This is an optimization exercise on Yosys and OpenROAD, whose aim is small area, a short achievable clock period and few clock cycles, not a production implementation. At most, simulation tests tie the RTL to the original design; equivalence was not proved. Power is estimated from default activity; no workload was simulated.

run C:
Design sdr_frame_tx, start of the top module:
module sdr_frame_tx (
    input  wire       clk,
    input  wire       rst,
    input  wire       in_valid,
    output wire       in_ready,
    input  wire [7:0] in_data,
    output wire       out_valid,
    input  wire       out_ready,
    output wire [7:0] out_data,
    output wire       done
);
For scale: ~740 cells after synthesis, ~270 flip-flops, roughly 23 I/O pins.
Settings: LEC_CHECK=0, CAP_MARGIN=20, CORE_MARGIN=2, CORE_UTILIZATION=65, CTS_CLUSTER_DIAMETER=70, CTS_CLUSTER_SIZE=28, SLEW_MARGIN=20; clock period 15.0 ns.
standard.sh (not shown) runs the stock make flow with config.mk's settings and CLKGATE_MAP_FILE= SYNTH_SCRIPT=/design/flow/synth_recipe.tcl, a recipe that flattens the netlist after the stock synthesis.
==> flow/flow/run.sh <==
#!/bin/bash
# Standard layout (standard.sh's make command), with two changes that keep the
# constraints as they are:
#  - synthesis maps the logic with an area-oriented ABC script (area.abc);
#  - timing repair aims well below the 15 ns clock period (setup margin 11 ns).
set -euo pipefail
cd "$(dirname "$0")/.."
W=$(pwd)
export SETUP_SLACK_MARGIN=11
export BUFFER_PORTS_ARGS="-buffer_cell sky130_fd_sc_hd__buf_1"
export AREA_ABC_SCRIPT=$W/flow/area.abc
export FLOW_SYNTH_TCL=$W/synth_recipe.tcl
sed "s#SYNTH_SCRIPT=[^ ]*synth_recipe.tcl#SYNTH_SCRIPT=$W/flow/area_synth.tcl#" standard.sh > area_standard.sh
grep -q "SYNTH_SCRIPT=$W/flow/area_synth.tcl" area_standard.sh
bash area_standard.sh > standard_make.log 2>&1
==> flow/flow/area.abc <==
&get -n
&st
&dch
&nf -R 1000 -p
&put
==> flow/flow/area_synth.tcl <==
# The standard flow's synthesis (synth_recipe.tcl, sourced unchanged), with only the ABC
# mapping script replaced by an area-oriented one (flow/area.abc). The
# registers, their names and cell types come out as in the standard
# synthesis; only the combinational mapping differs.
proc abc {args} {
  set i [lsearch $args -script]
  if {$i >= 0} {
    set args [lreplace $args [expr {$i + 1}] [expr {$i + 1}] $::env(AREA_ABC_SCRIPT)]
  }
  yosys abc {*}$args
}
source $::env(FLOW_SYNTH_TCL)
Here is what was changed in the inputs of run H compared with run C.
diff --git a/flow/design.v b/flow/design.v
--- a/flow/design.v
+++ b/flow/design.v
@@ -48,13 +48,12 @@
     reg  [6:0]  ks_q;      
     reg  [5:0]  cur_q;     
     reg  [7:0]  od_q;      
     reg         ov_q;
     reg  [2:0]  ft_q;      
     reg  [2:0]  slot_q;    
-    reg         gini_q;    
     reg         eosm_q;    
     reg  [3:0]  fill_q;    
     reg         full_q;    
     reg         rdy_q;     
     reg         done_q;
     assign out_valid = ov_q;
@@ -91,67 +90,79 @@
     wire [7:0] kc = c20 ? 8'hFE : c21 ? 8'h3B : c22 ? 8'h14 : (cur_q == 6'd47) ? 8'h00 :
                     (cur_q == 6'd16) ? 8'h1A : (cur_q == 6'd17) ? 8'hCF :
                     (cur_q == 6'd18) ? 8'hFC : (cur_q == 6'd19) ? 8'h1D : 8'hAA;
     wire [7:0] fb = (ring ? key : kc) ^ vb;
     wire upd       = ld && pay && is_d;             
     wire frame_end = ld && (cur_q == 6'd47);
-    wire       gw    = (ph_q == 5'd22) && (gini_q || (ld && is_p && cur_q == 6'd21));
-    wire [7:0] gid_w = (gini_q || gid == 8'd255) ? 8'd1 : gid + 8'd1;
+    wire       gst   = (ft_q == T_START);
+    wire       gw    = (ph_q == 5'd22) && (gst || (ld && is_p && cur_q == 6'd21));
+    wire [7:0] gid_w = (gst || gid == 8'd255) ? 8'd1 : gid + 8'd1;
     wire [3:0] ahead = (slot_q != 3'd0) ? ar_q[95:92] : 4'd0;
     always @(posedge clk) begin
         br_q <= {take ? in_data[3:0] : gw ? gid_w[3:0] : br_q[91:88], br_q[87:0],
                  take ? in_data[7:4] : gw ? gid_w[7:4] : br_q[95:92]};
         ar_q <= {ar_q[91:0], upd ? ahead ^ br_q[95:92] : ar_q[95:92]};
         crc_q <= (ph_q < 5'd20) ? crc_nib(crc_q, cnib) : {crc_q[23:0], 8'hFF};
         ks_q <= (ph_q == 5'd23) ? 7'h7D : lfsr8(ks_q);
         if (rst)
-            od_q <= 8'hAA;       
+            od_q <= 8'h00;
         else if (ld)
             od_q <= fb;
     end
     wire [4:0] ph_n   = (ph_q == 5'd23) ? 5'd0 : ph_q + 5'd1;
     wire [3:0] fill_n = take ? ((fill_q == 4'd9) ? 4'd0 : fill_q + 4'd1) : fill_q;
     wire       full_n = take ? (fill_q == 4'd9) : (full_q && !(ld && is_d && cur_q == 6'd46));
     always @(posedge clk) begin
         if (rst) begin
-            ph_q   <= 5'd2;      
-            cur_q  <= 6'd1;
-            ov_q   <= 1'b1;
+            ph_q   <= 5'd1;      
+            cur_q  <= 6'd0;
+            ov_q   <= 1'b0;
             ft_q   <= T_TRAIN;
             slot_q <= 3'd0;
-            gini_q <= 1'b1;
             fill_q <= 4'd0;
             full_q <= 1'b0;
             rdy_q  <= 1'b0;
             done_q <= 1'b0;
         end else begin
             ph_q   <= ph_n;
-            if (ph_q == 5'd22)
-                gini_q <= 1'b0;
             fill_q <= fill_n;
             full_q <= full_n;
-            rdy_q  <= !take && !full_n && (ph_n == {fill_q, 1'b0});
+            rdy_q  <= !full_n && (ph_n == {fill_n, 1'b0});
             done_q <= (ft_q == T_DONE) && !ov_q;
             if (main_free)
                 ov_q <= ld;
             if (ld)
                 cur_q <= (cur_q == 6'd47) ? 6'd0 : cur_q + 6'd1;
             if (ft_q == T_NONE && full_q) begin
                 if (eosm_q)
                     ft_q  <= (slot_q != 3'd0) ? T_PARITY : T_END;
                 else
                     ft_q  <= T_DATA;
             end
             if (frame_end) begin
-                slot_q <= (is_p || (ft_q == T_START && slot_q == 3'd6)) ? 3'd0 : slot_q + 3'd1;
                 case (ft_q)
-                    T_TRAIN:  if (slot_q == 3'd3) ft_q <= T_START;
-                    T_START:  if (slot_q == 3'd6) ft_q <= T_NONE;
-                    T_DATA:   ft_q <= (slot_q == 3'd3) ? T_PARITY : T_NONE;
-                    T_PARITY: ft_q <= T_NONE;    
-                    default:  if (slot_q == 3'd2) ft_q <= T_DONE;
+                    T_TRAIN: begin
+                        slot_q <= (slot_q == 3'd3) ? 3'd0 : slot_q + 3'd1;
+                        if (slot_q == 3'd3) ft_q <= T_START;
+                    end
+                    T_START: begin
+                        slot_q <= (slot_q == 3'd2) ? 3'd0 : slot_q + 3'd1;
+                        if (slot_q == 3'd2) ft_q <= T_NONE;
+                    end
+                    T_DATA: begin
+                        slot_q <= slot_q + 3'd1;
+                        ft_q   <= (slot_q == 3'd3) ? T_PARITY : T_NONE;
+                    end
+                    T_PARITY: begin
+                        slot_q <= 3'd0;
+                        ft_q   <= T_NONE;    
+                    end
+                    default: begin
+                        slot_q <= slot_q + 3'd1;
+                        if (slot_q == 3'd2) ft_q <= T_DONE;
+                    end
                 endcase
             end
         end
     end
     always @(posedge clk)
         if (take)
Notes after the runs:
- Synthesized netlist net count of run H is on par with run C.
- The lower fraction of the core area covered by cells at the end of the flow of run H and run C is in run C.
- Number of max-slew violations in the final report came out exactly the same in run H and run C.
- Higher largest voltage drop on the vdd net was reported by run H, not run C.
- In run H, the wire length of the first global-routing pass came out 2.7% below the value in run C.
- Re number of nets at the end of the flow: run H and run C aren't equal, and the higher value belongs to run H.
- Sequential fraction of the synthesis area in run H vs run C: down 0.25 points
- Compared with run C, in run H required arrival time at the worst endpoint comparable, clock-buffer cell count now smaller, met3 routing resource usage after global routing now smaller, synthesized netlist cell count now smaller, reported max-cap violation count comparable.
- In run H, the relative max-transition margin came out 6.0 points above the value in run C.
Function was not checked in any run of this note: the RTL went through the layout flow alone.

========
== rev 12 ==
Another version of the RTL of sdr_frame_tx (not shown whole).
Size: ~750 cells after synthesis, roughly 270 flip-flops, about 23 I/O pins, about 8200 um2 of cells after synthesis.
export LEC_CHECK = 0
export CAP_MARGIN = 20
export CORE_MARGIN = 2
export CORE_UTILIZATION = 65
export CTS_CLUSTER_DIAMETER = 70
export CTS_CLUSTER_SIZE = 28
export SLEW_MARGIN = 20
create_clock -name core_clock -period 15.0 [get_ports {clk}]
Scripts as last shown in full above: flow/flow/run.sh, flow/flow/area.abc, flow/flow/area_synth.tcl
Testbench counts of rev 12, summed over its fixed seeds: cycles 32,648.
What rev 13 does differently from rev 12 at the input level:
-- flow/design.v --
<<< rev 12, line 80
    wire [7:0]  key   = {ks_q[0], ks_q[1], ks_q[2], ks_q[3], ks_q[4], ks_q[5], ks_q[6],
                         ks_q[0] ^ ks_q[4]};
    wire c20  = (cur_q == 6'd20);
    wire c21  = (cur_q == 6'd21);
    wire c22  = (cur_q == 6'd22);
    wire crcz = (cur_q >= 6'd43) && (cur_q <= 6'd46);
    wire [7:0] vb = ({8{pay}} & {1'b0, ham_enc(onib)}) |
                    ({8{c20}} & {5'd0, ft_q}) |
                    ({8{c21 && (is_d || is_p)}} & gid) |
                    ({8{c22}} & {5'd0, is_p, is_d & slot_q[1], is_d & slot_q[0]}) |
                    ({8{crcz}} & crc_f[31:24]);
    wire [7:0] kc = c20 ? 8'hFE : c21 ? 8'h3B : c22 ? 8'h14 : (cur_q == 6'd47) ? 8'h00 :
                    (cur_q == 6'd16) ? 8'h1A : (cur_q == 6'd17) ? 8'hCF :
                    (cur_q == 6'd18) ? 8'hFC : (cur_q == 6'd19) ? 8'h1D : 8'hAA;
    wire [7:0] fb = (ring ? key : kc) ^ vb;
    wire upd       = ld && pay && is_d;             
    wire frame_end = ld && (cur_q == 6'd47);
>>> rev 13, line 80
    wire [7:0]  key   = {ks_q[0], ks_q[1], ks_q[2], ks_q[3], ks_q[4], ks_q[5], ks_q[6],
                         ks_q[0] ^ ks_q[4]};
    reg [7:0] vb;
    always @* begin
        vb = 8'h00;
        if (pay)
            vb = {1'b0, ham_enc(onib)};
        else case (cur_q)
            6'd20: vb = {5'd0, ft_q};
            6'd21: vb = (is_d || is_p) ? gid : 8'h00;
            6'd22: vb = {5'd0, is_p, 1'b0, 1'b0} | (is_d ? {5'd0, slot_q} : 8'h00);
            6'd43, 6'd44, 6'd45, 6'd46: vb = crc_f[31:24];
            default: vb = 8'h00;
        endcase
    end
    reg [7:0] fb;
    always @* begin
        if (ring)
            fb = key ^ vb;
        else if (cur_q == 6'd20)
            fb = 8'hFE ^ vb;
        else if (cur_q == 6'd21)
            fb = 8'h3B ^ vb;
        else if (cur_q == 6'd22)
            fb = 8'h14 ^ vb;
        else if (cur_q == 6'd47)
            fb = 8'h00;
        else if (cur_q[5:2] == 4'd4)
            fb = (cur_q[1:0] == 2'd0) ? 8'h1A : (cur_q[1:0] == 2'd1) ? 8'hCF :
                 (cur_q[1:0] == 2'd2) ? 8'hFC : 8'h1D;
        else
            fb = 8'hAA;
    end
    wire upd       = ld && pay && is_d;             
    wire frame_end = ld && (cur_q == 6'd47);
--- outcome ---
The run showing the greater minimum period implied by the final worst setup slack is rev 13. The total power density per cell area of rev 13 falls short of that of rev 12 by about 0.7%. The lower total power of rev 13 and rev 12 is in rev 12. Rev 13 vs. rev 12: actual slew at the worst max-slew pin lost 100 ps; weighted congestion reported at the end of routability-driven placement picked up an extra about 0.3%; wire length of the first global-routing pass picked up an extra 2.3 mm; area growth from synthesis to layout lost 0.31 points.
Testbench counts of rev 13, summed over its fixed seeds: cycles 32,648.

==> re-timing with driven ports <==
How much do the figures lean on ideal ports? The routed layouts below were timed once more, with nothing changed but the port constraints. Step 1 sets driving cells, clkbuf_16 on the clock port and buf_2 on the other inputs (assumed; they add their load-dependent delay and slew). Step 2 moves the port delays by t, midway between the first and last clock arrival at a register: inputs arrive t later, outputs are due t later. That takes back most of the time a late clock gives input paths. Slacks: ideal / step 1 / step 2; pairs: ideal / step 1.
run | shift t [ns] | slack for setup (ns) | worst setup path at the end | pins driven straight from the clock port
run C | 0.525 | 11.027 / 10.984 / 10.578 | input to register | 1
run H | 0.523 | 11.029 / 10.987 / 10.546 | input to register | 1
rev 12 | 0.524 | 11.027 / 10.983 / 10.539 | input to register | 1
rev 13 | 0.522 | 11.023 / 10.981 / 10.610 | input to register | 1
After both steps every run listed still meets setup and hold. For rev 12, which loses most, drivers alone change the setup slack by -0.044 ns; drivers and shift together by -0.488 ns.
